From an optimization exercise on the open Yosys and OpenROAD flow, aimed at small area, a short achievable clock period and few clock cycles per item; shortcuts taken in it are not production practice.
Function was checked by simulation only, so behaviour that the tests miss may differ from the original.
No activity file was given, so power comes from the tool's default toggle rates.

==> flow/design.v <==
module agc4_alu (
    input  wire        clk,
    input  wire        rst,       
    input  wire        start,
    input  wire [2:0]  op,
    input  wire [15:0] a_in,      
    input  wire [15:0] k_in,      
    output wire        ready,
    output reg         done,
    output wire [15:0] res_a,
    output wire [15:0] res_lp,
    output reg  [1:0]  skip
);
    localparam OP_AD   = 3'd0;
    localparam OP_SU   = 3'd1;
    localparam OP_CS   = 3'd2;
    localparam OP_MASK = 3'd3;
    localparam OP_CCS  = 3'd4;
    localparam OP_MP   = 3'd5;
    localparam OP_DV   = 3'd6;
    localparam OP_TS   = 3'd7;
    reg         busy;       
    reg  [2:0]  cnt;        
    reg         md_dv;      
    reg         neg;        
    reg  [15:0] h;          
    reg  [13:0] l;          
    reg  [13:0] d;          
    assign ready = !busy;
    wire [15:0] abs_k16 = k_in[15] ? ~k_in : k_in;
    wire [13:0] abs_a   = a_in[15] ? ~a_in[13:0] : a_in[13:0];
    wire        is_ccs  = (op == OP_CCS);
    wire [14:0] x1 = md_dv ? {h[13:0], 1'b0} : {1'b0, h[13:0]};
    wire [14:0] y1 = md_dv ? (h[14] ? {1'b0, d} : ~{1'b0, d}) : {1'b0, d & {14{l[0]}}};
    wire [14:0] s1 = x1 + y1 + {14'd0, md_dv & ~h[14]};
    reg  [15:0] x2, y2;
    reg         c2, eac2;
    always @(*) begin
        if (!busy) begin
            x2   = is_ccs ? abs_k16 : a_in;
            y2   = is_ccs ? 16'o177777 : (op[0] ? ~k_in : k_in);
            c2   = 1'b0;
            eac2 = !is_ccs;
        end else if (md_dv) begin
            x2   = {1'b0, s1[13:0], 1'b0};
            y2   = {1'b0, s1[14] ? {1'b0, d} : ~{1'b0, d}};
            c2   = ~s1[14];
            eac2 = 1'b0;
        end else begin
            x2   = {2'b00, s1[14:1]};
            y2   = {2'b00, d & {14{l[1]}}};
            c2   = 1'b0;
            eac2 = 1'b0;
        end
    end
    wire        g2   = ({1'b0, x2} + {1'b0, y2}) >> 16;    
    wire [15:0] s2   = x2 + y2 + {15'd0, c2 | (eac2 & g2)};
    wire        k_zero = (abs_k16 == 16'd0);
    wire        a_ovf  = a_in[15] ^ a_in[14];
    wire [15:0] ts_r   = a_ovf ? (a_in[15] ? 16'o177776 : 16'o000001) : a_in;
    wire [13:0] l_rev = {l[0], l[1], l[2], l[3], l[4], l[5], l[6],
                         l[7], l[8], l[9], l[10], l[11], l[12], l[13]};
    assign res_a  = (md_dv ? {2'b00, l_rev} : h) ^ {16{neg}};
    assign res_lp = {2'b00, l} ^ {16{neg}};
    always @(posedge clk) begin
        if (rst) begin
            busy <= 1'b0;
            done <= 1'b0;
        end else if (busy) begin
            busy <= (cnt != 3'd0);
            done <= (cnt == 3'd0);
        end else begin
            busy <= start && (op == OP_MP || op == OP_DV);
            done <= start && !(op == OP_MP || op == OP_DV);
        end
    end
    always @(posedge clk) begin
        skip <= 2'd0;
        if (busy) begin
            cnt <= cnt - 3'd1;
            if (md_dv) begin
                h <= {1'b0, s2[14:0]};
                l <= {~s2[14], ~s1[14], l[13:2]};
            end else begin
                h <= {2'b00, s2[14:1]};
                l <= {s2[0], s1[0], l[13:2]};
            end
        end else begin
            cnt   <= 3'd6;
            md_dv <= (op == OP_DV);
            neg   <= (op == OP_MP || op == OP_DV) && (a_in[15] ^ k_in[15]);
            d     <= abs_k16[13:0];
            l     <= abs_a;
            case (op)
                OP_AD, OP_SU: h <= s2;
                OP_CS:        h <= ~k_in;
                OP_MASK:      h <= a_in & k_in;
                OP_CCS: begin
                    h    <= k_zero ? 16'd0 : s2;
                    skip <= {k_in[15], k_zero};
                end
                OP_MP:        h <= 16'd0;
                OP_DV:        h <= {2'b00, abs_a};
                default: begin    
                    h    <= ts_r;
                    skip <= {1'b0, a_ovf};
                end
            endcase
        end
    end
endmodule
==> flow/run.sh <==
#!/bin/bash
# synth_recipe.tcl (not shown) runs the flow's synth.tcl, then flattens the netlist and writes it again
# the make line also repeats each setting of config.mk as NAME=value (left out here)
make -C /OpenROAD-flow-scripts/flow DESIGN_CONFIG=/design/flow/config.mk WORK_HOME=/design/flow/orfs CLKGATE_MAP_FILE= SYNTH_SCRIPT=/design/flow/synth_recipe.tcl finish
==> flow/config.mk <==
export PLATFORM = sky130hd
export DESIGN_NAME = agc4_alu
export DESIGN_NICKNAME = agc4_alu
export VERILOG_FILES = /design/flow/design.v
export SDC_FILE = /design/flow/constraint.sdc
export NUM_CORES = 4
export LEC_CHECK = 0
export ABC_CLOCK_PERIOD_IN_PS = 4500
export CAP_MARGIN = 20
export CORE_MARGIN = 2
export CORE_UTILIZATION = 40
export PLACE_DENSITY = 0.6
export SETUP_SLACK_MARGIN = 2.5
export SLEW_MARGIN = 20
==> flow/constraint.sdc <==
create_clock -name core_clock -period 7.0 [get_ports {clk}]
set_input_delay 1.4000 -clock core_clock [delete_from_list [all_inputs] [get_ports {clk}]]
set_output_delay 1.4000 -clock core_clock [all_outputs]
set_load 0.01 [all_outputs]
==> run notes, run 1 <==
total negative slack 0 ps; syn avg cell area around 7.7 µm²; most frequent CP cell fa_2; GR Util met1 between 40% and 50%; synthesized area 6230 µm²; Site Rows 45; crit path launch type register; Final Max Tran Viols 0; Core Area about 15000 µm²; Worst Tran Pin Value a little over 600 ps; synthesized instance count roughly 800; # setup viols final 0; WL final around 25 mm; CP max stage cell edfxtp_1; clock sink count 53; DR WL/cell 23.2 µm; max incr delay on CP slightly below 500 ps; Hold Startpoint cnt[0]; RR Startpoint md_dv; Fill cells approximately 1.5k; pre-CTS setup slack ~87 ps; maximum VDD drop ~0.00012 V; met2 Use GR 48.3%; final setup margin about 420 ps; WP buf/inv 3; Hold Slack around 410 ps; Worst Hold Path EP cnt[0]; GR Util met3 under 10%; skew final ~12 ps; GPL Wtd Cong 0.968; GRT Util Overall a little under a third; Reg clk slew, reported paths about 70 ps; Hold Buf Count CTS 0; Detailed Place HPWL ~19 mm; Async S/R FF share, synth 0%; Setup crit end kind register; Worst R2R Setup Slack 420 ps; GR peak layer met2; min-delay worst type register to register; hold path cells 1; Die Y ~130 µm; R2R depth 31; final instance area a little over 8000 µm²; number of antenna-violating nets in the routed design 0; clock latency on the worst-skew pair approximately 320 ps; fin crit period roughly 6600 ps; Area after DPL approximately 7300 µm²; Root Driver clkbuf_16; vias per cell 6.06; commonest non-fill, non-tap cell in the layout nand2_1; post-synthesis net count around 890; status complete, no violations; Leak Pwr roughly 0.0032 µW; Fin. Hold Viols 0; Achievable Freq between 0.15 and 0.2 GHz; RSZ-0062 raised after global routing true; die width around 130 µm; I/O Pins 74; number of diodes 0; Yosys warning count 1; layout cells sized above 1 between 20% and 30%; period utilization 94.0%; Crit path required time ~7200 ps; grt total ovfl 0; FF/Latch Area ~1200 µm²; CTS tree done; Worst path depth 31; routed vias between 6k and 7k; initial antenna violation count 0; Max-slew headroom 59.5%; most frequent cells in the layout 89 x nand2_1, 73 x nor2_1, 73 x clkdlybuf4s50_1; Initial Utilization 41.0%; EDFF count, synth 16; IO buf count 73; residual DRC count 0; area grow syn2layout 31.2%; largest family of logic cells by synthesized area compound AO/OA/AOI/OAI gates; #FFs+latches synth between 50 and 60; drt first pass iters 5; crit path DAT about 6800 ps; nets@finish 970; register area share after synthesis between 10% and 20%; Util after Layout about 54%; die area 16600 µm²; TritonCTS buffer count 5; CP Class register to register; Post-Synth Adder-Cell Area between 8 and 9%; cell family with most CP delay compound AO/OA/AOI/OAI gates; ys flop type dfxtp_1; Synth cell types ~70; Multi-input gate area 5180 µm²; largest net degree at the start of global routing 56; vias in the first global route around 6.2k; worst-path maximum fanout 5; simple-gate share of the synthesized area between 10% and 20%; H-tree depth 2; Clock Tree Buf Depth 2; Worst R2R End l[13]; DR iter-0 viols around 630; Pwr Density ~290 nW/µm²; max-cap violation count 0; mux share of post-synthesis cell area under 10%; first-pass GRT wire length approximately 37 mm; Synth Area in Compound Gates a little over a quarter; Post-Synth XOR/XNOR Area about 14%
stage by stage:
step | power, µW | std cells
2_1_floorplan | 1320 | 810
3_3_place_gp | 1800 | 1039
3_5_place_dp | 1800 | 1039
4_1_cts | 2230 | 1074
5_1_grt | 2460 | 1083
6_report | 2340 | 1083
flip-flops by register name, indices dropped and copies added, names as in the netlist, 2 cells and up:
| signal | count |
|---|---|
| skip | 2 |
| d | 14 |
| cnt | 3 |
| l | 14 |
| h | 16 |
worst reg2reg max path: cells and delay by family (launching register included):
family | cells | cell delay [ps]
AOI/OAI and AO/OA | 12 | 2180
xor gates and xnor gates | 1 | 120
adders and majority gates | 5 | 1810
buffers and inverters | 3 | 400
DFF | 1 | 490
muxes | 2 | 510
and+or+nand+nor | 8 | 940
synth_stat cells, types with 8 or more instances:
master	n	share of area, %
buf_2	8	0.64
a211oi_1	15	1.8
nor3_1	13	1.0
mux2i_1	31	5.0
ha_1	34	6.8
clkbuf_1	44	2.7
dfxtp_1	37	12
a22oi_1	9	1.1
inv_1	14	0.84
edfxtp_1	16	7.7
a21o_1	13	1.6
xor2_1	49	6.9
nor2_1	78	4.7
o211ai_1	8	0.96
nand2_1	93	5.6
o21ai_0	29	2.3
a21oi_1	77	6.2
mux2_2	26	4.7
xnor2_1	54	7.6
o21ai_1	16	1.3
nand4_1	8	0.80
a221oi_1	15	2.1
area by class of cell:
| cell class | count | share of cell area, % |
|---|---|---|
| timing repair buffer | 140 | 16.2 |
| clock buffer | 5 | 1.53 |
| inverter | 16 | 0.796 |
| tap | 188 | 2.88 |
| clock inverter | 3 | 0.306 |
| sequential | 53 | 15.0 |
| multi-input combinational | 678 | 63.4 |
how the worst max path moves through the flow:
stage / start / to / slack (ps)
5_1_grt: md_dv / l[13] / 100
3_5_place_dp: md_dv / l[13] / 90
4_1_cts: md_dv / l[13] / 430
2_1_floorplan: md_dv / l[13] / 780
6_report: md_dv / l[13] / 420
3_3_place_gp: md_dv / h[6] / 90
cells by family (layout without fill, tap and decap cells):
family          count (synthesis)  count (layout)
compound gates                246             247
simple gates                  233             233
xor+xnor                      103             103
buf+inv                        80             164
mux                            57              57
flops                          53              53
fa+ha+maj                      38              38
routing by layer:
| metal | vias to the layer above | part of all wire, % |
|---|---|---|
| met5 | - | 0 |
| met4 | 0 | 2.2 |
| met3 | 30 | 8.3 |
| met2 | 334 | 46 |
| met1 | 3109 | 43 |
| li1 | 3087 | - |
power breakdown:
group	internal (µW)	switching, µW
logic	732	894
registers	374	66.8
clock network	136	134
what timing repair did:
| action | 4_1_cts | 5_1_grt |
|---|---|---|
| setup buffers | 25 | 9 |
| cloned | 2 | 0 |
| endpoints found under the setup margin | 17 | 17 |
| gates resized for setup | 52 | 31 |
| pin swaps | 40 | 14 |
Testbench counts, summed over its fixed seeds: cycles 10,046, items 3,200.
==> inputs of run 2 (changes only) <==
--- a/flow/design.v
+++ b/flow/design.v
@@ -23,44 +23,29 @@
     reg  [2:0]  cnt;        
     reg         md_dv;      
     reg         neg;        
+    reg         inc;        
     reg  [15:0] h;          
     reg  [13:0] l;          
     reg  [13:0] d;          
     assign ready = !busy;
+    wire [15:0] add_b = op[0] ? ~k_in : k_in;
+    wire [16:0] add_s = {1'b0, a_in} + {1'b0, add_b};
     wire [15:0] abs_k16 = k_in[15] ? ~k_in : k_in;
+    wire        k_zero  = (k_in == 16'o000000) || (k_in == 16'o177777);
+    wire [15:0] ccs_r   = k_zero ? 16'd0 : abs_k16 - 16'd1;
+    wire        a_ovf   = a_in[15] ^ a_in[14];
+    wire [15:0] ts_r    = a_ovf ? (a_in[15] ? 16'o177776 : 16'o000001) : a_in;
     wire [13:0] abs_a   = a_in[15] ? ~a_in[13:0] : a_in[13:0];
-    wire        is_ccs  = (op == OP_CCS);
     wire [14:0] x1 = md_dv ? {h[13:0], 1'b0} : {1'b0, h[13:0]};
     wire [14:0] y1 = md_dv ? (h[14] ? {1'b0, d} : ~{1'b0, d}) : {1'b0, d & {14{l[0]}}};
     wire [14:0] s1 = x1 + y1 + {14'd0, md_dv & ~h[14]};
-    reg  [15:0] x2, y2;
-    reg         c2, eac2;
-    always @(*) begin
-        if (!busy) begin
-            x2   = is_ccs ? abs_k16 : a_in;
-            y2   = is_ccs ? 16'o177777 : (op[0] ? ~k_in : k_in);
-            c2   = 1'b0;
-            eac2 = !is_ccs;
-        end else if (md_dv) begin
-            x2   = {1'b0, s1[13:0], 1'b0};
-            y2   = {1'b0, s1[14] ? {1'b0, d} : ~{1'b0, d}};
-            c2   = ~s1[14];
-            eac2 = 1'b0;
-        end else begin
-            x2   = {2'b00, s1[14:1]};
-            y2   = {2'b00, d & {14{l[1]}}};
-            c2   = 1'b0;
-            eac2 = 1'b0;
-        end
-    end
-    wire        g2   = ({1'b0, x2} + {1'b0, y2}) >> 16;    
-    wire [15:0] s2   = x2 + y2 + {15'd0, c2 | (eac2 & g2)};
-    wire        k_zero = (abs_k16 == 16'd0);
-    wire        a_ovf  = a_in[15] ^ a_in[14];
-    wire [15:0] ts_r   = a_ovf ? (a_in[15] ? 16'o177776 : 16'o000001) : a_in;
+    wire [14:0] x2 = md_dv ? {s1[13:0], 1'b0} : {1'b0, s1[14:1]};
+    wire [14:0] y2 = md_dv ? (s1[14] ? {1'b0, d} : ~{1'b0, d}) : {1'b0, d & {14{l[1]}}};
+    wire [14:0] s2 = x2 + y2 + {14'd0, md_dv & ~s1[14]};
     wire [13:0] l_rev = {l[0], l[1], l[2], l[3], l[4], l[5], l[6],
                          l[7], l[8], l[9], l[10], l[11], l[12], l[13]};
-    assign res_a  = (md_dv ? {2'b00, l_rev} : h) ^ {16{neg}};
+    wire [15:0] h_inc = h + {15'd0, inc};
+    assign res_a  = (md_dv ? {2'b00, l_rev} : h_inc) ^ {16{neg}};
     assign res_lp = {2'b00, l} ^ {16{neg}};
     always @(posedge clk) begin
         if (rst) begin
@@ -76,10 +61,11 @@
     end
     always @(posedge clk) begin
         skip <= 2'd0;
+        inc  <= 1'b0;
         if (busy) begin
             cnt <= cnt - 3'd1;
             if (md_dv) begin
-                h <= {1'b0, s2[14:0]};
+                h <= {1'b0, s2};
                 l <= {~s2[14], ~s1[14], l[13:2]};
             end else begin
                 h <= {2'b00, s2[14:1]};
@@ -92,11 +78,14 @@
             d     <= abs_k16[13:0];
             l     <= abs_a;
             case (op)
-                OP_AD, OP_SU: h <= s2;
+                OP_AD, OP_SU: begin
+                    h   <= add_s[15:0];
+                    inc <= add_s[16];
+                end
                 OP_CS:        h <= ~k_in;
                 OP_MASK:      h <= a_in & k_in;
                 OP_CCS: begin
-                    h    <= k_zero ? 16'd0 : s2;
+                    h    <= ccs_r;
                     skip <= {k_in[15], k_zero};
                 end
                 OP_MP:        h <= 16'd0;
==> flow/config.mk (replaced) <==
export PLATFORM = sky130hd
export DESIGN_NAME = agc4_alu
export DESIGN_NICKNAME = agc4_alu
export VERILOG_FILES = /design/flow/design.v
export SDC_FILE = /design/flow/constraint.sdc
export NUM_CORES = 4
export LEC_CHECK = 0
export ABC_CLOCK_PERIOD_IN_PS = 3700
export CAP_MARGIN = 20
export CORE_MARGIN = 2
export CORE_UTILIZATION = 40
export PLACE_DENSITY = 0.6
export SETUP_SLACK_MARGIN = 3.3
export SLEW_MARGIN = 20
==> run 2 against run 1 <==
Effect of this change: still clean on timing, DRC and antenna; via count grew 4.6%; clock power grew 9.3%; critical path depth shrank 3; die area grew 12%; utilization shrank 1.5 points; total power grew 19%; global-route usage shrank 6.1 points; synthesized area grew 12%; cell area grew 9.7%; first-iteration DRC count shrank 3.0%; critical path type unchanged.
==> run notes, run 2 <==
status complete, no violations; clock sink count 54; synthesized instance count 887; maximum VDD drop ~0.00015 V; Max-slew headroom about two fifths; Synth top cells by count 113 x xor2_1, 74 x nand2_1, 65 x o21ai_0; die area ~19000 µm²; R2R depth 28; initial antenna violation count 0; number of diodes 0; Leak Pwr 0.00381 µW; commonest non-fill, non-tap cell in the layout xor2_1; synthesized area 6990 µm²; Worst R2R Setup Slack 1900 ps; top-count cell post-synth xor2_1; ys flop type dfxtp_1; crit path to l[13]; TritonCTS buffer count 5; CP Class register to register; fin crit period between 5000 and 6000 ps; I/O Pins 74; GR Util met1 34.7%; top cells by area, synth xor2_1 14%, dfxtp_1 11%, ha_1 9.3%; drt first pass iters 5; Core Area approximately 17000 µm²; Hold Buf Count CTS 0; Clk pwr share between 10% and 20%; most frequent CP cell buf_6; RR Startpoint md_dv; H-tree depth 2; Die Y approximately 140 µm; Combinational Power Share 72.6%; Clock Tree Buf Depth 2; CP max stage cell edfxtp_1; biggest regs h x16, d x14, l x14; Crit path required time 7170 ps; IO buf count 73; most frequent cells in the layout 110 x xor2_1, 74 x nand2_1, 56 x a21oi_1; Pwr Density 311 nW/µm²; Initial Utilization around two fifths; Detailed Place HPWL between 15 and 20 mm; Site Rows 48; register area share after synthesis 17.8%; layout cells sized above 1 just over 20%; Reg clk slew, reported paths 80 ps; syn avg cell area roughly 8 µm²; Async S/R FF share, synth 0%; residual DRC count 0; critical path startpoint md_dv; Switching Share between 40% and 50%; die width ~140 µm; area grow syn2layout 28.3%; simple-gate share of the synthesized area between 10% and 20%; max incr delay on CP 470 ps; period utilization 72.9%; largest family of logic cells by synthesized area XOR/XNOR gates; min-delay worst type register to register; max-cap violation count 0; met2 Use GR a little under two fifths; max reg flops 16; mux share of post-synthesis cell area 6.84%; Root Driver clkbuf_16; EDFF count, synth 16; Flop pwr share about 17%; Final Max Tran Viols 0; total negative slack 0 ps; skew final between 5 and 6 ps; crit path launch type register; Fin. Hold Viols 0; largest register by flop count h; first-pass GRT wire length 35.1 mm; Fill cells between 1.5k and 2k; routed vias ~7k; Setup crit end kind register; GR peak layer met2; Worst Tran Pin Value between 800 and 900 ps; vias per cell between 5 and 6; GPL Wtd Cong slightly below 1; # setup viols final 0; Synth Area in Compound Gates 20.5%; #FFs+latches synth 54; worst-path maximum fanout 6; DR iter-0 viols 608; WL final about 23 mm; Yosys top cell area share 14.2%; largest net degree at the start of global routing 47; Worst R2R End l[13]; GR Util met3 about 1.4%; total chip power approximately 2800 µW; P_sw 1250 µW; nets@finish approximately 1.1k; number of antenna-violating nets in the routed design 0; DR WL/cell about 19 µm; RSZ-0062 raised after global routing true; vias in the first global route around 6.4k; grt total ovfl 0; Power Internal 1540 µW; GRT Util Overall a little under a quarter; clock latency on the worst-skew pair ~300 ps; Synth cell types around 70; Post-Synth Adder-Cell Area between 10% and 20%; Yosys warning count 1; Achievable Freq roughly 0.2 GHz; CTS tree done; crit path DAT about 5300 ps; area leader, netlist xor2_1; Post-Synth XOR/XNOR Area 20.9%; post-synthesis net count between 900 and 1k
run 2: cell types whose count changed after synthesis, moves of 18 or more:
cell     before  now
xor2_1       49  113
o21ai_0      29   65
nand3_1       6   29
nor2_1       78   58
nand2_1      93   74
ha_1         34   52
run 2: timing repair:
item	4_1_cts	5_1_grt
endpoints found under the setup margin	30	23
gates cloned	3	0
setup buffers	39	14
gates resized for setup	127	40
pin swaps	39	30
run 2: cell type report:
| class | instances | area (µm²) | share of cell area [%] |
|---|---|---|---|
| inverter | 25 | 95.1 | 1.06 |
| timing repair buffer | 141 | 1390 | 15.5 |
| clock buffer | 5 | 125 | 1.39 |
| tap | 225 | 282 | 3.14 |
| multi-input combinational | 745 | 5770 | 64.4 |
| clock inverter | 3 | 47.5 | 0.530 |
| sequential | 54 | 1250 | 14.0 |
run 2: power groups by stage:
stage	clock, µW	combinational, µW	sequential, µW
2_1_floorplan	0	1220	418
3_3_place_gp	0	1570	467
3_5_place_dp	0	1580	466
4_1_cts	299	1840	464
5_1_grt	310	2190	471
6_report	295	2030	469
run 2: worst min-delay path by stage:
| stage | from | endpoint | slack, ps | cells past startpoint |
|---|---|---|---|---|
| finish | cnt[0] | cnt[0] | 430 | 1 |
| global route | cnt[0] | cnt[0] | 460 | 1 |
| CTS | cnt[0] | cnt[0] | 440 | 1 |
| detailed placement | cnt[0] | cnt[0] | 420 | 1 |
| global placement | cnt[0] | cnt[0] | 400 | 1 |
| floorplan | cnt[0] | cnt[0] | 390 | 1 |
run 2: through the flow:
step | cell area [µm²] | cells | util, % | hold slack (ps) | setup slack, ps
finish | 8970 | 1198 | 52.2 | 428 | 1900
global route | 8970 | 1198 | 52.2 | 455 | 1620
CTS | 8770 | 1184 | 51.1 | 437 | 1990
detailed placement | 7920 | 1134 | 46.1 | 425 | 1290
global placement | 7920 | 1134 | 46.1 | 402 | 1430
floorplan | 7210 | 887 | - | 393 | 2000
run 2: kinds of logic after synthesis:
kind of cell               after synthesis
and+or+nand+nor                        260
AOI/OAI and AO/OA                      220
buffers and inverters                   88
xor gates and xnor gates               164
DFF                                     54
adders and majority gates               57
muxes                                   44
run 2: worst max-delay path: cells and delay by family, from the launching register on:
kind | cells | cell delay [ps]
compound gates | 9 | 1600
simple gates | 7 | 840
buf+inv | 6 | 750
xor+xnor | 4 | 640
fa+ha+maj | 2 | 640
flops | 1 | 470
run 2: layer usage:
metal	part of all wire (%)	vias up
li1	-	3319
met1	46	3261
met2	46	243
met3	5.2	40
met4	3.0	0
met5	0	-
Testbench counts of run 2, summed over its fixed seeds: cycles 10,046, items 3,200.
==> inputs of run 3 (changes only) <==
--- a/flow/design.v
+++ b/flow/design.v
@@ -36,12 +36,15 @@
     wire        a_ovf   = a_in[15] ^ a_in[14];
     wire [15:0] ts_r    = a_ovf ? (a_in[15] ? 16'o177776 : 16'o000001) : a_in;
     wire [13:0] abs_a   = a_in[15] ? ~a_in[13:0] : a_in[13:0];
-    wire [14:0] x1 = md_dv ? {h[13:0], 1'b0} : {1'b0, h[13:0]};
-    wire [14:0] y1 = md_dv ? (h[14] ? {1'b0, d} : ~{1'b0, d}) : {1'b0, d & {14{l[0]}}};
-    wire [14:0] s1 = x1 + y1 + {14'd0, md_dv & ~h[14]};
-    wire [14:0] x2 = md_dv ? {s1[13:0], 1'b0} : {1'b0, s1[14:1]};
-    wire [14:0] y2 = md_dv ? (s1[14] ? {1'b0, d} : ~{1'b0, d}) : {1'b0, d & {14{l[1]}}};
-    wire [14:0] s2 = x2 + y2 + {14'd0, md_dv & ~s1[14]};
+    wire        inv1 = md_dv & ~h[15];
+    wire        en1  = md_dv | l[0];
+    wire [14:0] y1   = ({1'b0, d} & {15{en1}}) ^ {15{inv1}};
+    wire [14:0] s1   = h[14:0] + y1 + {14'd0, inv1};
+    wire        inv2 = md_dv & ~s1[14];
+    wire        en2  = md_dv | l[1];
+    wire [14:0] x2   = md_dv ? {s1[13:0], 1'b0} : {1'b0, s1[14:1]};
+    wire [14:0] y2   = ({1'b0, d} & {15{en2}}) ^ {15{inv2}};
+    wire [14:0] s2   = x2 + y2 + {14'd0, inv2};
     wire [13:0] l_rev = {l[0], l[1], l[2], l[3], l[4], l[5], l[6],
                          l[7], l[8], l[9], l[10], l[11], l[12], l[13]};
     wire [15:0] h_inc = h + {15'd0, inc};
@@ -65,7 +68,7 @@
         if (busy) begin
             cnt <= cnt - 3'd1;
             if (md_dv) begin
-                h <= {1'b0, s2};
+                h <= {s2[14], s2[13:0], 1'b0};
                 l <= {~s2[14], ~s1[14], l[13:2]};
             end else begin
                 h <= {2'b00, s2[14:1]};
@@ -89,7 +92,7 @@
                     skip <= {k_in[15], k_zero};
                 end
                 OP_MP:        h <= 16'd0;
-                OP_DV:        h <= {2'b00, abs_a};
+                OP_DV:        h <= {1'b0, abs_a, 1'b0};
                 default: begin    
                     h    <= ts_r;
                     skip <= {1'b0, a_ovf};
==> run 3 against run 2 <==
Effect of this change: clock-buffer cell count increased by 2; worst setup slack better by 160 ps; worst hold slack worse by 8.6 ps; non-clock buffer count is 4 lower; die area is 2.2% lower; critical path depth shrank 1; sequential share of layout area rose by 0.34 points; largest cell class unchanged; highest routed layer unchanged.
==> run notes, run 3 <==
FF/Latch Area between 1000 and 1500 µm²; Yosys warning count 1; Synth cell types 69; Synth top cells by count 118 x nand2_1, 107 x xor2_1, 66 x a21oi_1; nets@finish 1061; Final Max Tran Viols 0; commonest non-fill, non-tap cell in the layout nand2_1; Crit path required time 7190 ps; ys flop type dfxtp_1; area leader, netlist xor2_1; skew final 7.42 ps; GPL Wtd Cong just over 0.9; Flop pwr share 17.9%; Achievable Freq 0.202 GHz; die width roughly 130 µm; P_sw between 1000 and 1500 µW; Max-slew headroom about 31%; total chip power 2660 µW; number of diodes 0; crit path DAT ~5000 ps; initial antenna violation count 0; max-cap violation count 0; synthesized instance count around 890; grt total ovfl 0; CP Class register to register; Core Area ~17000 µm²; total negative slack 0 ps; Combinational Power Share 71.7%; TritonCTS buffer count 5; Fin. Hold Viols 0; largest net degree at the start of global routing 90; Pwr Density 302 nW/µm²; #FFs+latches synth 54; largest register by flop count h; Detailed Place HPWL ~16 mm; number of antenna-violating nets in the routed design 0; Initial Utilization about two fifths; Fill cells 1589; min-delay worst type register to register; Die Y 135 µm; maximum VDD drop 0.000144 V; DR WL/cell slightly below 20 µm; I/O Pins 74; final setup margin 2050 ps; worst-path maximum fanout 6; vias per cell roughly 5.7; layout cells sized above 1 approximately 20%; Yosys top cell area share between 10% and 20%; routed vias between 6k and 7k; top-count cell post-synth nand2_1; top cells by area, synth xor2_1 14%, dfxtp_1 11%, ha_1 9.9%; CTS tree done; Setup crit end kind register; H-tree depth 2; Worst R2R Setup Slack around 2000 ps; synthesized area slightly below 7000 µm²; Hold Slack roughly 420 ps; EDFF count, synth 16; # setup viols final 0; clock sink count 54; Async S/R FF share, synth 0%; period utilization 70.7%; WL final ~23 mm; final instance area between 8000 and 9000 µm²; RR Startpoint md_dv; status complete, no violations; Hold Startpoint cnt[0]; fin crit period between 4000 and 5000 ps; Switching Share 45.6%; biggest regs h x16, d x14, l x14; vias in the first global route around 6.2k; die area 18100 µm²; area grow syn2layout 29.2%; Reg clk slew, reported paths 70 ps; max reg flops 16; drt first pass iters 6; register area share after synthesis between 10% and 20%; Hold Buf Count CTS 0; Worst Tran Pin Value around 1000 ps; pre-CTS setup slack ~1400 ps; Multi-input gate area between 5000 and 6000 µm²; first-pass GRT wire length 34.8 mm; GRT Util Overall between 20 and 25%; Clock Tree Buf Depth 2; Power Internal about 1400 µW; clock latency on the worst-skew pair ~310 ps; crit path launch type register; syn avg cell area 7.69 µm²; residual DRC count 0; critical path startpoint md_dv; RSZ-0062 raised after global routing true; Site Rows 47; DR iter-0 viols ~520; Leak Pwr between 0.003 and 0.004 µW; Clk pwr share 10.5%; Root Driver clkbuf_16; post-synthesis net count between 900 and 1k; most frequent cells in the layout 115 x nand2_1, 106 x xor2_1, 59 x a21oi_1; IO buf count 73; Area after DPL just under 8000 µm²
==> run 3: cell types whose count changed after synthesis, sizes merged, moves of 6 or more <==
cell	delta
nor2	-26
nor3	-6
buf	+6
mux2i	-7
o31ai	+12
nand2	+44
a21o	+8
mux2	-13
and3	-6
xnor2	+10
nand2b	-9
==> run 3: logic make-up after synthesis <==
kind of cell / after synthesis / synth area share [%]
AO/OA/AOI/OAI: 245 / 23.4
XOR/XNOR: 168 / 21.6
adder cells (fa/ha/maj): 57 / 10.8
buffers and inverters: 95 / 5.60
flip-flops: 54 / 18.2
multiplexers: 24 / 3.83
AND/OR/NAND/NOR: 245 / 16.6
==> run 3: timing repair <==
action | in CTS | in global routing
endpoints found under the hold margin | 0 | 0
endpoints found under the setup margin | 35 | 32
pin swaps | 36 | 35
cloned | 2 | 1
resized for setup | 106 | 48
buffers inserted | 35 | 17
==> run 3: area by class of cell <==
class,count,area share [%]
multi-input combinational,740,64.4
inverter,28,1.38
clock buffer,7,1.74
clock inverter,1,0.0709
timing repair buffer,137,15.0
sequential,54,14.3
tap,220,3.12
==> run 3: path summary, 6_finish.rpt <==
kind / end / cells past startpoint
max: l[13] / 27
min: cnt[0] / 1
max reg2reg: l[13] / 27
min reg2reg: cnt[0] / 1
==> run 3: worst max-delay path: stages (launching register included) <==
cell and delay [ps]:
edfxtp_1 400, buf_8 180, nor2b_4 220, buf_6 150, nand2_1 40, o21ai_0 90, ha_1 310, o21a_1 210
o211ai_1 310, a31oi_4 70, nor2_4 150, xor2_4 180, buf_12 150, xnor2_2 60, nand2_1 90, o21ai_2 70
fa_2 350, a21o_1 170, a21o_1 180, a21oi_2 160, o21bai_1 110, a41oi_2 230, a21oi_2 90, a31o_2 240
xnor2_2 160, xnor2_1 140, nand3_1 140, a21boi_1 170
==> run 3: through the flow <==
stage / util, % / instances
2_1_floorplan: - / 888
3_3_place_gp: 46.3 / 1124
3_5_place_dp: 46.3 / 1124
4_1_cts: 50.7 / 1169
5_1_grt: 53.0 / 1187
6_report: 53.0 / 1187
==> run 3: power groups by stage <==
stage                     Clock [µW]  Sequential [µW]  Combinational [µW]
after floorplan                    0              419                1150
after global placement             0              475                1500
after detailed placement           0              475                1500
after CTS                        285              467                1690
after global routing             296              478                2060
final                            279              475                1910
==> run 3: routing by layer <==
layer | GRT usage, % | part of all wire, %
met1 | 36.0 | 48
met2 | 36.6 | 44
met3 | 2.70 | 4.9
met4 | 10.2 | 3.6
met5 | 0 | 0
Testbench counts of run 3, summed over its fixed seeds: cycles 10,046, items 3,200.
==> inputs of run 4 (changes only) <==
--- a/flow/design.v
+++ b/flow/design.v
@@ -36,15 +36,18 @@
     wire        a_ovf   = a_in[15] ^ a_in[14];
     wire [15:0] ts_r    = a_ovf ? (a_in[15] ? 16'o177776 : 16'o000001) : a_in;
     wire [13:0] abs_a   = a_in[15] ? ~a_in[13:0] : a_in[13:0];
-    wire        inv1 = md_dv & ~h[15];
-    wire        en1  = md_dv | l[0];
-    wire [14:0] y1   = ({1'b0, d} & {15{en1}}) ^ {15{inv1}};
-    wire [14:0] s1   = h[14:0] + y1 + {14'd0, inv1};
-    wire        inv2 = md_dv & ~s1[14];
-    wire        en2  = md_dv | l[1];
-    wire [14:0] x2   = md_dv ? {s1[13:0], 1'b0} : {1'b0, s1[14:1]};
-    wire [14:0] y2   = ({1'b0, d} & {15{en2}}) ^ {15{inv2}};
-    wire [14:0] s2   = x2 + y2 + {14'd0, inv2};
+    wire        sr  = h[14];                                    
+    wire [14:0] dd  = sr ? {1'b0, d} : ~{1'b0, d};              
+    wire [14:0] t1  = {h[13:0], 1'b0} + dd + {14'd0, ~sr};
+    wire [14:0] ca  = {h[12:0], 2'b00} + dd + {14'd0, ~sr};
+    wire [15:0] x3  = md_dv ? {1'b0, h[12:0], 2'b00} : {2'b00, h[13:0]};
+    wire [15:0] y3  = md_dv ? {dd, ~sr} : {1'b0, d & {14{l[1]}}, 1'b0};
+    wire [15:0] z3  = md_dv ? {dd[14], dd} : {2'b00, d & {14{l[0]}}};
+    wire [15:0] cs_s = x3 ^ y3 ^ z3;
+    wire [15:0] cs_c = (x3 & y3) | (x3 & z3) | (y3 & z3);
+    wire [15:0] cb  = cs_s + {cs_c[14:0], md_dv & ~sr} + {15'd0, md_dv & ~sr};
+    wire        pick_b = (t1[14] == sr);
+    wire [14:0] s2  = pick_b ? cb[14:0] : ca;
     wire [13:0] l_rev = {l[0], l[1], l[2], l[3], l[4], l[5], l[6],
                          l[7], l[8], l[9], l[10], l[11], l[12], l[13]};
     wire [15:0] h_inc = h + {15'd0, inc};
@@ -68,11 +71,11 @@
         if (busy) begin
             cnt <= cnt - 3'd1;
             if (md_dv) begin
-                h <= {s2[14], s2[13:0], 1'b0};
-                l <= {~s2[14], ~s1[14], l[13:2]};
+                h <= {1'b0, s2};
+                l <= {~s2[14], ~t1[14], l[13:2]};
             end else begin
-                h <= {2'b00, s2[14:1]};
-                l <= {s2[0], s1[0], l[13:2]};
+                h <= {2'b00, cb[15:2]};
+                l <= {cb[1:0], l[13:2]};
             end
         end else begin
             cnt   <= 3'd6;
@@ -92,7 +95,7 @@
                     skip <= {k_in[15], k_zero};
                 end
                 OP_MP:        h <= 16'd0;
-                OP_DV:        h <= {1'b0, abs_a, 1'b0};
+                OP_DV:        h <= {2'b00, abs_a};
                 default: begin    
                     h    <= ts_r;
                     skip <= {1'b0, a_ovf};
==> run 4 against run 3 <==
Effect of this change: clock-buffer cell count fell by 1; total power rose by 11%; worst setup slack improved by 1100 ps; register-to-register slack improved by 1100 ps; utilization rose by 0.46 points; clock skew fell by 1.6 ps; die area rose by 7.6%; largest power group unchanged; first-iteration DRC count rose by 18%; clock power fell by 6%; routed wire length rose by 12%.
==> run notes, run 4 <==
worst-path maximum fanout 6; Cell Count Post-Placement between 1k and 1.5k; IO buf count 73; area leader, netlist ha_1; Final Max Tran Viols 0; Non-Filler Instances 1231; post-synthesis net count ~1.0k; #FFs+latches synth 54; Root Driver clkbuf_16; WL final between 20 and 30 mm; die width about 140 µm; EDFF count, synth 16; most frequent cells in the layout 91 x xor2_1, 88 x a21oi_1, 73 x nand2_1; Flop pwr share between 15 and 20%; Initial Utilization about two fifths; GRT Util Overall between 20% and 30%; number of diodes 0; I/O Pins 74; commonest non-fill, non-tap cell in the layout xor2_1; number of antenna-violating nets in the routed design 0; period utilization a little under three fifths; Multi-input gate area approximately 6300 µm²; Reg clk slew, reported paths 70 ps; clock sink count between 50 and 60; status complete, no violations; fin crit period approximately 4000 ps; area grow syn2layout 30.8%; Crit path required time roughly 7000 ps; Yosys warning count 1; biggest regs h x16, d x14, l x14; initial antenna violation count 0; Combinational Power Share between 70 and 80%; syn avg cell area slightly above 8 µm²; hold path cells 1; FF/Latch Area approximately 1300 µm²; Async S/R FF share, synth 0%; Die Y 140 µm; max-cap violation count 0; Achievable Freq between 0.2 and 0.3 GHz; register area share after synthesis roughly 17%; ys flop type dfxtp_1; Pwr Density 307 nW/µm²; Max-slew headroom about 47%; die area a little under 20000 µm²; top-count cell post-synth a21oi_1; Power Internal between 1500 and 2000 µW; synthesized area between 7000 and 8000 µm²; largest net degree at the start of global routing ~40; top cells by area, synth ha_1 11%, xor2_1 11%, dfxtp_1 10%; Fin. Hold Viols 0; P_sw around 1400 µW; GPL Wtd Cong 0.927; max reg flops 16; Clock Tree Buf Depth 2; vias per cell between 5 and 6; H-tree depth 2; Site Rows 49; grt total ovfl 0; Leak Pwr a little over 0.004 µW; synthesized instance count about 900; R2R depth 17; Clk pwr share 8.9%; min-delay worst type register to register; Worst Tran Pin Value 798 ps; CTS tree done; # setup viols final 0; TritonCTS buffer count 5; Setup crit end kind register; drt first pass iters 5; skew final 5.77 ps; largest register by flop count h; crit path DAT 4070 ps; Yosys top cell area share between 10 and 15%; DR WL/cell 20.9 µm; first-pass GRT wire length between 30 and 40 mm; total negative slack 0 ps; Synth top cells by count 95 x a21oi_1, 93 x xor2_1, 74 x nand2_1; RSZ-0062 raised after global routing true; Core Area around 18000 µm²; routed vias 7243; Switching Share between 40% and 50%; Fill cells roughly 1.7k; crit path launch type register; Detailed Place HPWL 18.3 mm; vias in the first global route 6855; CP Class register to register; clock latency on the worst-skew pair approximately 300 ps; maximum VDD drop between 0.0002 and 0.00025 V; DR iter-0 viols 616; layout cells sized above 1 between 20 and 25%; residual DRC count 0; nets@finish around 1.1k; Synth cell types a little over 80
==> run 4: cell types whose count changed after synthesis, moves of 9 or more <==
cell,change
nand2_1,-44
o21ai_0,-38
a21oi_1,+29
inv_1,+27
mux2i_1,+15
xor2_1,-14
fa_1,+13
ha_1,+13
o21ai_1,+13
nor2_1,+11
and2_1,+9
buf_1,-9
==> run 4: repair_timing <==
item	CTS	global route
resized for setup	119	90
hold buffers	0	0
buffers inserted	22	19
cloned	3	5
endpoints found under the setup margin	33	26
pin swaps	24	40
==> run 4: kinds of logic (layout without fill, tap and decap cells) <==
logic type      Yosys count  count (layout)  share of synthesized area, %
buf+inv                 105             193                          5.96
mux                      38              38                          5.43
simple gates            231             232                          15.7
compound gates          253             253                          22.3
flops                    54              54                          16.8
xor+xnor                149             149                          18.1
fa+ha+maj                83              83                          15.7
==> run 4: layout make-up <==
class	instances	area share, %
well taps	229	2.97
clock inverters	2	0.156
multi-input cells	755	65.8
repair buffers	132	14.3
clock buffers	6	1.44
flip-flops and latches	54	13.2
inverters	53	2.10
==> run 4: per-layer routing <==
metal	track usage, %	share of wire (%)
met5	0	0
met4	10.6	3.9
met1	35.4	45
met3	1.58	4.8
met2	38.5	46
==> run 4: worst max-delay path: stages, from the launching register on <==
cell and delay, ps:
edfxtp_1 510, buf_12 190, nor2b_4 190, buf_6 140, buf_6 100, a2bb2oi_4 50, fa_1 410, inv_1 120
ha_4 230, nor2b_4 140, o31ai_4 260, a211oi_2 140, buf_4 160, o21ai_2 100, nand3b_1 180, and3b_1 230
a31o_2 230, or4_1 390
==> run 4: path summary, 6_finish.rpt <==
kind | from | to | slack (ps)
max | md_dv | h[14] | 3110
min | cnt[0] | cnt[0] | 410
max reg2reg | md_dv | h[14] | 3110
min reg2reg | cnt[0] | cnt[0] | 410
==> run 4: stage by stage <==
step | cell area, µm² | hold slack [ps] | setup WS (ps) | total power [µW] | util (%)
after detailed placement | 8260 | 402 | 2240 | 2200 | 45.8
after global routing | 9640 | 432 | 2990 | 3160 | 53.5
after CTS | 9010 | 412 | 3030 | 2600 | 50.0
final | 9640 | 410 | 3110 | 2960 | 53.5
after floorplan | 7470 | 386 | 3020 | 1690 | -
after global placement | 8260 | 397 | 2310 | 2200 | 45.8
==> run 4: power groups by stage <==
stage / Sequential, µW / Combinational [µW] / Clock [µW]
4_1_cts: 462 / 1870 / 267
6_report: 472 / 2230 / 263
3_3_place_gp: 473 / 1730 / 0
5_1_grt: 475 / 2410 / 281
2_1_floorplan: 428 / 1270 / 0
3_5_place_dp: 472 / 1730 / 0
Testbench counts of run 4, summed over its fixed seeds: cycles 10,046, items 3,200.
==> inputs of run 5 (changes only) <==
--- a/flow/design.v
+++ b/flow/design.v
@@ -30,11 +30,10 @@
     assign ready = !busy;
     wire [15:0] add_b = op[0] ? ~k_in : k_in;
     wire [16:0] add_s = {1'b0, a_in} + {1'b0, add_b};
-    wire [15:0] abs_k16 = k_in[15] ? ~k_in : k_in;
+    wire [15:0] nabs_k  = k_in[15] ? k_in : ~k_in;               
     wire        k_zero  = (k_in == 16'o000000) || (k_in == 16'o177777);
-    wire [15:0] ccs_r   = k_zero ? 16'd0 : abs_k16 - 16'd1;
     wire        a_ovf   = a_in[15] ^ a_in[14];
-    wire [15:0] ts_r    = a_ovf ? (a_in[15] ? 16'o177776 : 16'o000001) : a_in;
+    wire [15:0] ts_r    = a_ovf ? 16'o000001 : a_in;
     wire [13:0] abs_a   = a_in[15] ? ~a_in[13:0] : a_in[13:0];
     wire        sr  = h[14];                                    
     wire [14:0] dd  = sr ? {1'b0, d} : ~{1'b0, d};              
@@ -80,24 +79,36 @@
         end else begin
             cnt   <= 3'd6;
             md_dv <= (op == OP_DV);
-            neg   <= (op == OP_MP || op == OP_DV) && (a_in[15] ^ k_in[15]);
-            d     <= abs_k16[13:0];
+            neg   <= 1'b0;
+            d     <= ~nabs_k[13:0];
             l     <= abs_a;
             case (op)
                 OP_AD, OP_SU: begin
                     h   <= add_s[15:0];
                     inc <= add_s[16];
                 end
-                OP_CS:        h <= ~k_in;
+                OP_CS: begin
+                    h    <= k_in;
+                    neg  <= 1'b1;
+                end
                 OP_MASK:      h <= a_in & k_in;
                 OP_CCS: begin
-                    h    <= ccs_r;
+                    h    <= nabs_k;
+                    inc  <= !k_zero;
+                    neg  <= 1'b1;
                     skip <= {k_in[15], k_zero};
                 end
-                OP_MP:        h <= 16'd0;
-                OP_DV:        h <= {2'b00, abs_a};
+                OP_MP: begin
+                    h    <= 16'd0;
+                    neg  <= a_in[15] ^ k_in[15];
+                end
+                OP_DV: begin
+                    h    <= {2'b00, abs_a};
+                    neg  <= a_in[15] ^ k_in[15];
+                end
                 default: begin    
                     h    <= ts_r;
+                    neg  <= a_ovf & a_in[15];
                     skip <= {1'b0, a_ovf};
                 end
             endcase
==> run 5 against run 4 <==
Effect of this change: still clean; sequential power is 3% higher; total power is 1.6% higher; fmax is 2.5% higher; worst setup slack better by 96 ps; register-to-register slack better by 96 ps; die area is 4.6% lower; sequential cell count stayed put; largest cell class unchanged; highest routed layer unchanged.
==> run notes, run 5 <==
status complete, no violations; Core Area 17200 µm²; area grow syn2layout 29.1%; Worst R2R Setup Slack around 3200 ps; Die Y about 140 µm; RR Startpoint h[14]; skew final between 4 and 5 ps; Synth top cells by count 82 x nand2_1, 81 x xor2_1, 75 x a21oi_1; residual DRC count 0; first-pass GRT wire length 35.4 mm; Detailed Place HPWL between 15 and 20 mm; Yosys top cell area share between 10% and 20%; Hold Buf Count CTS 0; CP max stage cell fa_1; total chip power 3010 µW; Reg clk slew, reported paths approximately 70 ps; Hold Startpoint cnt[0]; clock latency on the worst-skew pair about 290 ps; syn avg cell area between 7 and 8 µm²; commonest non-fill, non-tap cell in the layout nand2_1; routed vias 6848; register area share after synthesis between 15 and 20%; Max-slew headroom a little over two fifths; die width 136 µm; biggest regs h x16, d x14, l x14; DR iter-0 viols 562; total negative slack 0 ps; Setup crit end kind register; Root Driver clkbuf_16; FF/Latch Area 1270 µm²; max incr delay on CP ~480 ps; WL final roughly 23 mm; min-delay worst type register to register; Initial Utilization a little over 40%; EDFF count, synth 16; area leader, netlist ha_1; Fin. Hold Viols 0; Pwr Density between 300 and 400 nW/µm²; Crit path required time roughly 7200 ps; initial antenna violation count 0; #FFs+latches synth 54; Synth cell types 68; Util after Layout between 50% and 60%; number of antenna-violating nets in the routed design 0; Post-Synth XOR/XNOR Area between 15 and 20%; nets@finish around 1.1k; vias per cell between 5 and 6; CTS tree done; Final Max Tran Viols 0; max reg flops 16; Multi-input gate area between 5000 and 6000 µm²; Leak Pwr approximately 0.0038 µW; drt first pass iters 6; CP Class register to register; die area 18600 µm²; largest family of logic cells by synthesized area compound AO/OA/AOI/OAI gates; top layer in use met4; pre-CTS setup slack 2420 ps; hold path cells 1; Async S/R FF share, synth 0%; met3 wire length 984 µm; synthesized instance count 894; Fill cells about 1.6k; IO buf count 73; number of diodes 0; TritonCTS buffer count 5; vias in the first global route approximately 6.4k; GRT Util Overall 24.6%; H-tree depth 2; crit path DAT 4030 ps; simple-gate share of the synthesized area 17.0%; Post-Synth Adder-Cell Area between 10% and 20%; Site Rows 48; top-count cell post-synth nand2_1; largest register by flop count h; most frequent cells in the layout 81 x nand2_1, 79 x xor2_1, 67 x a21oi_1, 67 x nor2_1, 54 x ha_1; period utilization a little over half; ys flop type dfxtp_1; largest net degree at the start of global routing 46; final setup margin around 3200 ps; Cell Chain, Critical Path bufbuf_16 > xnor2_4 > and2_1 > a21oi_1 > fa_1 > inv_1 > ha_4 > nand3_1 > o21bai_4 > a31oi_4 > buf_4 > o21ai_1 > nand4b_1 > maj3_2 > o221ai_4 > a31o_1; mux share of post-synthesis cell area under 10%; Synth Area in Compound Gates a little under a quarter; clock sink count between 50 and 60; Area after DPL 7990 µm²; Achievable Freq approximately 0.26 GHz; GPL Wtd Cong slightly below 1; met2 routed wirelength between 10 and 15 mm; layout cells sized above 1 15.6%; maximum VDD drop 0.000141 V; Clock Tree Buf Depth 2; Worst Hold Path EP cnt[0]; top cells by area, synth ha_1 12%, dfxtp_1 11%, xor2_1 10%; fin crit period ~3800 ps; Worst Tran Pin Value around 860 ps; DR WL/cell approximately 19 µm; sum of routed wire segments on met1 between 10 and 15 mm; crit path launch type register; R2R depth 16; Worst R2R End l[13]; Yosys warning count 1; synthesized area 7020 µm²; # setup viols final 0; final instance area 9060 µm²; max-cap violation count 0; worst-path maximum fanout 6; I/O Pins 74; grt total ovfl 0; RSZ-0062 raised after global routing true; post-synthesis net count between 1k and 1.5k
run 5: cell count changes after synthesis, sizes merged, moves of 7 or more:
cell,previous run,this run
nor3,17,10
nor2,45,68
o221ai,14,2
mux2,16,2
a31oi,4,14
or3,10,3
nand2b,5,13
xor2,94,81
nand2,75,82
inv,53,41
a21oi,95,76
o21ai,40,59
run 5: metal layers:
metal | vias up | GRT usage (%)
met4 | 0 | 7.06
met2 | 232 | 39.3
li1 | 3329 | -
met1 | 3248 | 35.6
met5 | - | 0
met3 | 39 | 1.30
run 5: power breakdown:
part	switching (µW)	leakage, µW	internal (µW)	total [µW]
sequential	102	0.000490	383	486
clock	116	0.0000778	144	260
combinational	1240	0.00322	1030	2270
total	1460	0.00379	1550	3010
run 5: repair_timing:
item,in CTS,in global routing
pin swaps,10,20
cloned,4,1
buffers inserted,14,18
endpoints found under the setup margin,30,19
resized for setup,97,60
run 5: per-stage QoR:
stage | hold slack [ps] | std cells
floorplan | 386 | 894
global placement | 395 | 1153
detailed placement | 404 | 1153
CTS | 415 | 1179
global route | 428 | 1198
finish | 408 | 1198
run 5: worst max-delay path by stage:
stage,slack [ps],startpoint,depth (start not counted),endpoint
3_3_place_gp,2460,md_dv,12,l[13]
5_1_grt,3070,h[14],15,h[11]
6_report,3200,h[14],16,l[13]
2_1_floorplan,3040,op[0],15,h[12]
3_5_place_dp,2420,op[0],12,h[12]
4_1_cts,3260,h[14],14,l[13]
run 5: layout make-up:
class / instances / share of cell area [%]
Clock buffer: 6 / 1.53
Clock inverter: 2 / 0.166
Inverter: 41 / 1.70
Multi-Input combinational cell: 751 / 66.2
Sequential cell: 54 / 14.0
Tap cell: 225 / 3.11
Timing Repair Buffer: 119 / 13.3
run 5: critical path, delay by kind of cell, from the launching register on:
kind / cells / cell delay [ps]
adder cells (fa/ha/maj): 3 / 1080
XOR/XNOR: 1 / 150
flip-flops: 1 / 370
buffers and inverters: 3 / 570
AND/OR/NAND/NOR: 3 / 520
AO/OA/AOI/OAI: 6 / 1050
run 5: cells by family (layout without fill, tap and decap cells):
family | count (synthesis) | in the layout
and+or+nand+nor | 252 | 253
adders and majority gates | 83 | 83
xor gates and xnor gates | 139 | 139
buffers and inverters | 90 | 168
muxes | 24 | 24
DFF | 54 | 54
AOI/OAI and AO/OA | 252 | 252
Testbench counts of run 5, summed over its fixed seeds: cycles 10,046, items 3,200.
==> inputs of run 6 (changes only) <==
==> flow/config.mk (replaced) <==
export PLATFORM = sky130hd
export DESIGN_NAME = agc4_alu
export DESIGN_NICKNAME = agc4_alu
export VERILOG_FILES = /design/flow/design.v
export SDC_FILE = /design/flow/constraint.sdc
export NUM_CORES = 4
export LEC_CHECK = 0
export CAP_MARGIN = 20
export CORE_MARGIN = 2
export CORE_UTILIZATION = 40
export PLACE_DENSITY = 0.6
export SETUP_SLACK_MARGIN = 3.8
export SLEW_MARGIN = 20
==> run 6 against run 5 <==
Effect of this change: utilization rose by 3.9 points; synthesized area is the same; total power grew 9.1%; register-to-register slack gained 70 ps; highest routed layer unchanged; global-route usage increased by 1.6 points; sequential power is 2% higher; combinational power grew 11%; sequential share of layout area shrank 0.91 points; worst setup slack better by 75 ps; synthesized cell count unchanged; critical path type unchanged; routed wire length grew 6.8%.
==> run notes, run 6 <==
top-count cell post-synth nand2_1; Achievable Freq 0.269 GHz; CP Class register to register; synthesized area 7020 µm²; Worst R2R End h[13]; routed vias around 7.2k; DR iter-0 viols 645; CTS tree done; vias in the first global route 6662; sum of routed wire segments on met1 about 11 mm; Yosys warning count 1; nets@finish between 1k and 1.5k; clock sink count 54; Hold Slack between 400 and 500 ps; commonest non-fill, non-tap cell in the layout nand2_1; Hold Buf Count CTS 0; Core Area around 17000 µm²; number of antenna-violating nets in the routed design 0; Fill cells 1529; EDFF count, synth 16; met2 routed wirelength about 11 mm; ys flop type dfxtp_1; die width roughly 140 µm; Initial Utilization between 40% and 50%; Multi-input gate area 6390 µm²; worst-path maximum fanout 9; Area after DPL 8030 µm²; max incr delay on CP slightly below 600 ps; CP max stage cell fa_1; Synth top cells by count 82 x nand2_1, 81 x xor2_1, 75 x a21oi_1; Hold Startpoint cnt[0]; post-synthesis net count approximately 1k; register area share after synthesis ~18%; Yosys top cell area share 11.8%; RR Startpoint md_dv; number of diodes 0; GPL Wtd Cong approximately 0.95; status complete, no violations; #FFs+latches synth 54; Crit path required time just over 7000 ps; Setup crit end kind register; crit path DAT 3880 ps; clock latency on the worst-skew pair around 300 ps; die area around 19000 µm²; hold path cells 1; RSZ-0062 raised after global routing true; WL final around 25 mm; cell family with most CP delay compound AO/OA/AOI/OAI gates; max-cap violation count 0; Fin. Hold Viols 0; area grow syn2layout 38.6%; fin crit period 3720 ps; initial antenna violation count 0; Worst R2R Setup Slack around 3300 ps; top layer in use met4; Async S/R FF share, synth 0%; Root Driver clkbuf_16; final instance area between 9000 and 10000 µm²; Clock Tree Buf Depth 2; met3 wire length approximately 1.3 mm; total negative slack 0 ps; min-delay worst type register to register; Die Y roughly 140 µm; H-tree depth 2; Detailed Place HPWL between 15 and 20 mm; # setup viols final 0; Site Rows 48; WP buf/inv 6; area leader, netlist ha_1; crit path launch type register; Leak Pwr 0.00404 µW; GRT Util Overall between 20% and 30%; R2R depth 17; TritonCTS buffer count 5; drt first pass iters 6; vias per cell about 6; top cells by area, synth ha_1 12%, dfxtp_1 11%, xor2_1 10%; Final Max Tran Viols 0; Reg clk slew, reported paths 60 ps; IO buf count 73; residual DRC count 0; synthesized instance count 894; Cell Chain, Critical Path buf_6 > buf_12 > nor2b_4 > a21oi_2 > fa_1 > inv_1 > ha_1 > nand4b_1 > a21oi_2 > o31a_1 > o41ai_4 > buf_4 > buf_4 > buf_4 > nand3_2 > a21oi_2 > a2111oi_2; skew final ~7.7 ps; Pwr Density around 340 nW/µm²; Max-slew headroom between 50% and 60%; Synth cell types 68; layout cells sized above 1 about a quarter; FF/Latch Area between 1000 and 1500 µm²; Worst Tran Pin Value a little over 600 ps; Worst Hold Path EP cnt[0]; first-pass GRT wire length approximately 37 mm; max reg flops 16; DR WL/cell 20.1 µm; Util after Layout 56.4%; period utilization 53.2%; most frequent cells in the layout 79 x nand2_1, 76 x xor2_1, 61 x nor2_1; largest net degree at the start of global routing 41; maximum VDD drop around 0.00015 V; largest register by flop count h; grt total ovfl 0; biggest regs h x16, d x14, l x14; I/O Pins 74; syn avg cell area between 7 and 8 µm²
-- run 6: per-layer routing --
layer / vias to the layer above / GRT usage, %
li1: 3404 / -
met1: 3440 / 35.6
met2: 270 / 42.4
met3: 53 / 1.72
met4: 0 / 12.2
met5: - / 0
-- run 6: power by group --
part	switching (µW)	internal (µW)	leakage (µW)	total [µW]
combinational	1350	1170	0.00347	2520
clock	111	165	0.0000823	276
sequential	110	384	0.000491	494
-- run 6: worst max path at each step --
stage,startpoint,to,cells after the start
5_1_grt,md_dv,h[11],15
6_report,md_dv,h[13],17
2_1_floorplan,op[0],h[12],15
4_1_cts,md_dv,l[13],14
3_5_place_dp,op[0],h[12],12
3_3_place_gp,op[0],h[11],10
-- run 6: layout make-up --
class	count	area share [%]
multi-input cells	752	65.7
repair buffers	150	15.0
flip-flops and latches	54	13.1
well taps	225	2.89
clock buffers	8	1.72
inverters	41	1.58
-- run 6: kinds of logic after synthesis --
logic type | synth area share, %
compound gates | 22.8
xor+xnor | 17.6
fa+ha+maj | 16.5
buf+inv | 4.97
flops | 17.7
mux | 3.46
simple gates | 17.0
-- run 6: timing repair --
action | in CTS | in global routing
setup endpoints to repair | 40 | 36
setup buffers | 45 | 21
gates resized for setup | 239 | 79
gates cloned | 7 | 0
pin swaps | 56 | 52
-- run 6: metrics by stage --
stage	power [µW]	cells	worst slack, ps
after global routing	3510	1230	3110
after detailed placement	2440	1149	2450
after CTS	3020	1209	3380
after floorplan	1910	894	3040
after global placement	2440	1149	2520
final	3290	1230	3280
==> inputs of run 7 (changes only) <==
--- a/flow/config.mk
+++ b/flow/config.mk
@@ -9,5 +9,5 @@
 export CORE_MARGIN = 2
 export CORE_UTILIZATION = 40
 export PLACE_DENSITY = 0.6
-export SETUP_SLACK_MARGIN = 3.8
+export SETUP_SLACK_MARGIN = 2.8
 export SLEW_MARGIN = 20
==> run 7 against run 6 <==
Effect of this change: die area stayed put; non-clock buffer count shrank 64; clock power shrank 2%; final cell count down 5.4%; worst setup slack got worse by 330 ps; combinational power down 23%; critical endpoint unchanged; worst hold slack better by 0.68 ps; routed wire length down 12%; total power down 18%.
==> run notes, run 7 <==
Cell Count Post-Placement 1152; layout cells sized above 1 5.22%; Post-Synth Adder-Cell Area around 16%; max incr delay on CP 550 ps; CTS tree done; die area around 19000 µm²; met2 routed wirelength 9.77 mm; routed vias ~6.6k; area grow syn2layout 17.1%; Flop pwr share between 15 and 20%; IO buf count 73; Final Max Tran Viols 0; I/O Pins 74; maximum VDD drop about 0.00013 V; mux share of post-synthesis cell area roughly 3.5%; fin crit period 4060 ps; clock latency on the worst-skew pair just under 300 ps; top cells by area, synth ha_1 12%, dfxtp_1 11%, xor2_1 10%; Cell Chain, Critical Path clkdlybuf4s50_1 > xor2_1 > ha_1 > o21ai_1 > o21ai_1 > a2111oi_4 > o31ai_2 > a31oi_1 > xnor2_1 > a21oi_1 > a2111oi_2; Pwr Density around 330 nW/µm²; Combinational Power Share between 70% and 80%; FF/Latch Area ~1300 µm²; CP Class input port to register; Clock Tree Buf Depth 2; Switching Share about half; area leader, netlist ha_1; WL final 21.6 mm; skew final roughly 7.7 ps; Setup crit end kind register; Synth top cells by count 82 x nand2_1, 81 x xor2_1, 75 x a21oi_1; post-synthesis net count slightly above 1k; Yosys top cell area share a little under an eighth; max reg flops 16; crit path DAT 4250 ps; GRT Util Overall 23.3%; nets@finish roughly 1.1k; total negative slack 0 ps; grt total ovfl 0; Reg clk slew, reported paths around 70 ps; most frequent CP cell o21ai_1; largest family of logic cells by synthesized area compound AO/OA/AOI/OAI gates; RSZ-0062 raised after global routing true; CP max stage cell clkdlybuf4s50_1; status complete, no violations; TritonCTS buffer count 5; die width approximately 140 µm; Fin. Hold Viols 0; Synth Area in Compound Gates about 23%; P_sw between 1000 and 1500 µW; # setup viols final 0; vias in the first global route about 6k; #FFs+latches synth 54; Root Driver clkbuf_16; crit path launch type input port; top-count cell post-synth nand2_1; Max-slew headroom a little under half; Async S/R FF share, synth 0%; vias per cell roughly 5.6; sum of routed wire segments on met1 ~10 mm; number of antenna-violating nets in the routed design 0; biggest regs h x16, d x14, l x14; largest net degree at the start of global routing ~50; min-delay worst type register to register; residual DRC count 0; Leak Pwr around 0.0034 µW; Core Area about 17000 µm²; Non-Filler Instances 1164; drt first pass iters 5; Yosys warning count 1; commonest non-fill, non-tap cell in the layout nand2_1; Initial Utilization roughly two fifths; syn avg cell area 7.85 µm²; Fill cells 1669; met3 wire length around 990 µm; Area after DPL roughly 7900 µm²; Post-Synth XOR/XNOR Area approximately 18%; ys flop type dfxtp_1; most frequent cells in the layout 82 x nand2_1, 80 x xor2_1, 73 x a21oi_1; Synth cell types slightly below 70; period utilization a little under 60%; Power Internal 1380 µW; clock sink count 54; initial antenna violation count 0; WP buf/inv 1; DR WL/cell ~19 µm; synthesized area around 7000 µm²; Detailed Place HPWL 16.9 mm; GPL Wtd Cong roughly 1; final instance area a little over 8000 µm²; cell family with most CP delay compound AO/OA/AOI/OAI gates; top layer in use met4; number of diodes 0; worst-path maximum fanout 6; Worst Tran Pin Value 787 ps; Clk pwr share between 10% and 20%; Multi-input gate area ~5500 µm²; Die Y ~140 µm; register area share after synthesis 17.7%; first-pass GRT wire length 33.4 mm; synthesized instance count around 890; Achievable Freq roughly 0.25 GHz; EDFF count, synth 16; simple-gate share of the synthesized area 17.0%; Site Rows 48; max-cap violation count 0; Crit path required time 7190 ps; DR iter-0 viols ~540; largest register by flop count h; H-tree depth 2
==> run 7: final timing paths <==
check                           startpoint  slack [ps]  depth (start not counted)      to
worst max-delay path               k_in[2]        2940                         11   h[13]
worst min-delay path                cnt[0]         410                          1  cnt[0]
worst max register to register       md_dv        3080                         14   h[11]
worst min register to register      cnt[0]         410                          1  cnt[0]
==> run 7: worst register-to-register path: stages (launching register included) <==
cell	delay, ps
edfxtp_1	440
buf_4	180
buf_4	180
buf_6	180
a22o_1	230
fa_1	480
ha_1	360
a21oi_1	200
a21oi_1	140
o31a_1	290
o41ai_1	430
nor2b_1	220
xnor2_1	160
mux2i_1	110
a211oi_1	240
==> run 7: what timing repair did <==
| action | in CTS | in global routing |
|---|---|---|
| pin swaps | 1 | 1 |
| buffers inserted | 3 | 1 |
| endpoints found under the hold margin | 0 | 0 |
| hold buffers | 0 | 0 |
| endpoints found under the setup margin | 24 | 12 |
| resized for setup | 14 | 18 |
==> run 7: cell type report <==
type / count / share of cell area, %
clock inverters: 1 / 0.0761
well taps: 225 / 3.43
clock buffers: 7 / 1.87
flip-flops and latches: 54 / 15.3
inverters: 41 / 1.87
multi-input cells: 750 / 67.2
repair buffers: 86 / 10.2
==> run 7: per-stage QoR <==
stage	util, %	power (µW)	hold slack (ps)	setup WS, ps
final	47.7	2710	407	2940
after global routing	47.7	2940	447	2740
after detailed placement	45.9	2390	399	2260
after CTS	47.1	2680	410	2830
after global placement	45.9	2380	395	2330
after floorplan	-	1840	386	2780
==> run 7: cells by family after synthesis <==
logic type               Yosys count
AO/OA/AOI/OAI                    252
adder cells (fa/ha/maj)           83
AND/OR/NAND/NOR                  252
multiplexers                      24
buffers and inverters             90
flip-flops                        54
XOR/XNOR                         139
==> run 7: power by group through the flow <==
| stage | logic (µW) | clock network (µW) | registers (µW) |
|---|---|---|---|
| CTS | 1900 | 278 | 494 |
| detailed placement | 1880 | 0 | 503 |
| global placement | 1880 | 0 | 503 |
| floorplan | 1400 | 0 | 436 |
| finish | 1940 | 271 | 495 |
| global route | 2150 | 291 | 499 |
==> run 7: metal layers <==
metal	GRT usage (%)	vias to the layer above
met5	0	-
met4	7.12	0
met3	1.23	26
met2	37.0	195
met1	33.9	3076
li1	-	3273
==> inputs of run 8 (changes only) <==
--- a/flow/config.mk
+++ b/flow/config.mk
@@ -9,5 +9,5 @@
 export CORE_MARGIN = 2
 export CORE_UTILIZATION = 40
 export PLACE_DENSITY = 0.6
-export SETUP_SLACK_MARGIN = 2.8
+export SETUP_SLACK_MARGIN = 2.2
 export SLEW_MARGIN = 20
==> run 8 against run 7 <==
Effect of this change: still clean; sequential share of layout area barely moved; sequential cell count unchanged; clock skew barely moved; cell area down 1.8%; non-clock buffer count decreased by 3; combinational power is essentially flat; critical path type is now register to register; highest routed layer unchanged.
==> run notes, run 8 <==
CP Class register to register; Yosys top cell area share a little under an eighth; ys flop type dfxtp_1; EDFF count, synth 16; Leak Pwr roughly 0.0033 µW; period utilization between 60% and 70%; met2 routed wirelength 9.95 mm; Util after Layout a little under half; grt total ovfl 0; max incr delay on CP ~850 ps; register area share after synthesis 17.7%; total chip power approximately 2700 µW; top-count cell post-synth nand2_1; Final Max Tran Viols 0; number of antenna-violating nets in the routed design 0; Setup crit end kind register; crit path launch type register; Worst R2R Setup Slack approximately 2500 ps; status complete, no violations; met3 wire length 899 µm; max reg flops 16; DR iter-0 viols between 400 and 500; clock latency on the worst-skew pair around 300 ps; skew final roughly 8 ps; crit path DAT around 4700 ps; DR WL/cell about 19 µm; maximum VDD drop 0.000131 V; Hold Slack 405 ps; Achievable Freq ~0.22 GHz; setup repair bufs after CTS 0; min-delay worst type register to register; TritonCTS buffer count 5; R2R depth 13; area leader, netlist ha_1; RSZ-0062 raised after global routing false; GRT Util Overall a little under a quarter; synthesized instance count ~900; initial antenna violation count 0; max-cap violation count 0; # setup viols final 0; H-tree depth 2; sum of routed wire segments on met1 10.3 mm; WP buf/inv 1; drt first pass iters 6; Crit path required time approximately 7200 ps; synthesized area between 7000 and 8000 µm²; CP max stage cell nor2b_1; Worst Tran Pin Value roughly 1000 ps; Clock Tree Buf Depth 2; Hold Buf Count CTS 0; residual DRC count 0; GPL Wtd Cong 0.918; syn avg cell area between 7 and 8 µm²; Detailed Place HPWL 17.1 mm; WL final 21.6 mm; Async S/R FF share, synth 0%; die area roughly 19000 µm²; nets@finish 1055; Site Rows 48; RR Startpoint md_dv; die width approximately 140 µm; Core Area around 17000 µm²; top layer in use met4; total negative slack 0 ps; layout cells sized above 1 under 10%; Pwr Density between 300 and 400 nW/µm²; vias per cell around 5.7; largest register by flop count h; Synth top cells by count 82 x nand2_1, 81 x xor2_1, 75 x a21oi_1; Synth cell types 68; Initial Utilization 40.7%; cell family with most CP delay compound AO/OA/AOI/OAI gates; area grow syn2layout 15.0%; top cells by area, synth ha_1 12%, dfxtp_1 11%, xor2_1 10%; Worst R2R End h[11]; hold path cells 1; biggest regs h x16, d x14, l x14; I/O Pins 74; largest net degree at the start of global routing between 70 and 80; Yosys warning count 1; worst-path maximum fanout 14; vias in the first global route 6227; number of diodes 0; Hold Startpoint cnt[0]; routed vias around 6.7k; clock sink count 54; most frequent CP cell nor2b_1; Fin. Hold Viols 0; Root Driver clkbuf_16; CTS tree done; Max-slew headroom between 20% and 30%; first-pass GRT wire length 33.9 mm; fin crit period about 4500 ps; post-synthesis net count slightly above 1k; commonest non-fill, non-tap cell in the layout nand2_1; IO buf count 73; Reg clk slew, reported paths 70 ps; Worst Hold Path EP cnt[0]; Die Y approximately 140 µm; Cell Chain, Critical Path nor2b_1 > a21oi_1 > fa_1 > inv_1 > ha_1 > a21oi_1 > nor2b_1 > o31a_1 > o41ai_1 > nor2b_1 > xnor2_1 > mux2i_1 > a211oi_1; #FFs+latches synth between 50 and 60; most frequent cells in the layout 82 x nand2_1, 81 x xor2_1, 75 x a21oi_1
==> run 8: area by class of cell <==
cell class / count / area [µm²]
sequential: 54 / 1240
clock buffer: 7 / 154
multi-input combinational: 750 / 5430
inverter: 41 / 154
tap: 225 / 282
timing repair buffer: 83 / 801
clock inverter: 1 / 7.51
fill: 1732 / 9170
==> run 8: worst max-delay path by stage <==
stage / start / to / slack, ps / cells past startpoint
after global routing: k_in[1] / h[13] / 2200 / 11
after floorplan: op[0] / h[13] / 2290 / 14
after CTS: k_in[1] / h[13] / 2450 / 11
final: md_dv / h[11] / 2500 / 13
after detailed placement: k_in[1] / h[13] / 2170 / 11
after global placement: k_in[1] / h[13] / 2170 / 11
==> run 8: timing repair <==
| item | in CTS | in global routing |
|---|---|---|
| hold endpoints to repair | 0 | 0 |
| endpoints found under the setup margin | 0 | 4 |
| gates resized for setup | 0 | 2 |
==> run 8: kinds of logic (layout without fill, tap and decap cells) <==
kind of cell	Yosys count	after routing	share of synthesized area, %
muxes	24	24	3.46
DFF	54	54	17.7
AOI/OAI and AO/OA	252	252	22.8
adders and majority gates	83	83	16.5
xor gates and xnor gates	139	139	17.6
and+or+nand+nor	252	252	17.0
buffers and inverters	90	132	4.97
==> run 8: routing by layer <==
layer | global-route usage (%) | vias up
li1 | - | 3264
met5 | 0 | -
met2 | 38.5 | 186
met3 | 1.30 | 23
met1 | 33.6 | 3178
met4 | 6.48 | 0
==> run 8: power breakdown <==
part | switching, µW | internal [µW] | total (µW) | leakage (µW)
logic | 1070 | 836 | 1910 | 0.00276
clock network | 114 | 155 | 269 | 0.0000753
registers | 112 | 377 | 489 | 0.000487
total | 1300 | 1370 | 2670 | 0.00333
==> run 8: metrics by stage <==
step	setup WS (ps)	instance area, µm²	instances
final	2500	8070	1161
after global routing	2200	8070	1161
after CTS	2450	8070	1161
after detailed placement	2170	7910	1153
after global placement	2170	7910	1153
after floorplan	2290	7020	894

Re-timed with assumed drivers on the ports (clkbuf_16 on the clock, buf_2 on other inputs), run 8 has 2.503 ns of setup slack against 2.503 ns with ideal ports, and 2.217 ns once port delays also move by the mid clock arrival of 0.332 ns.
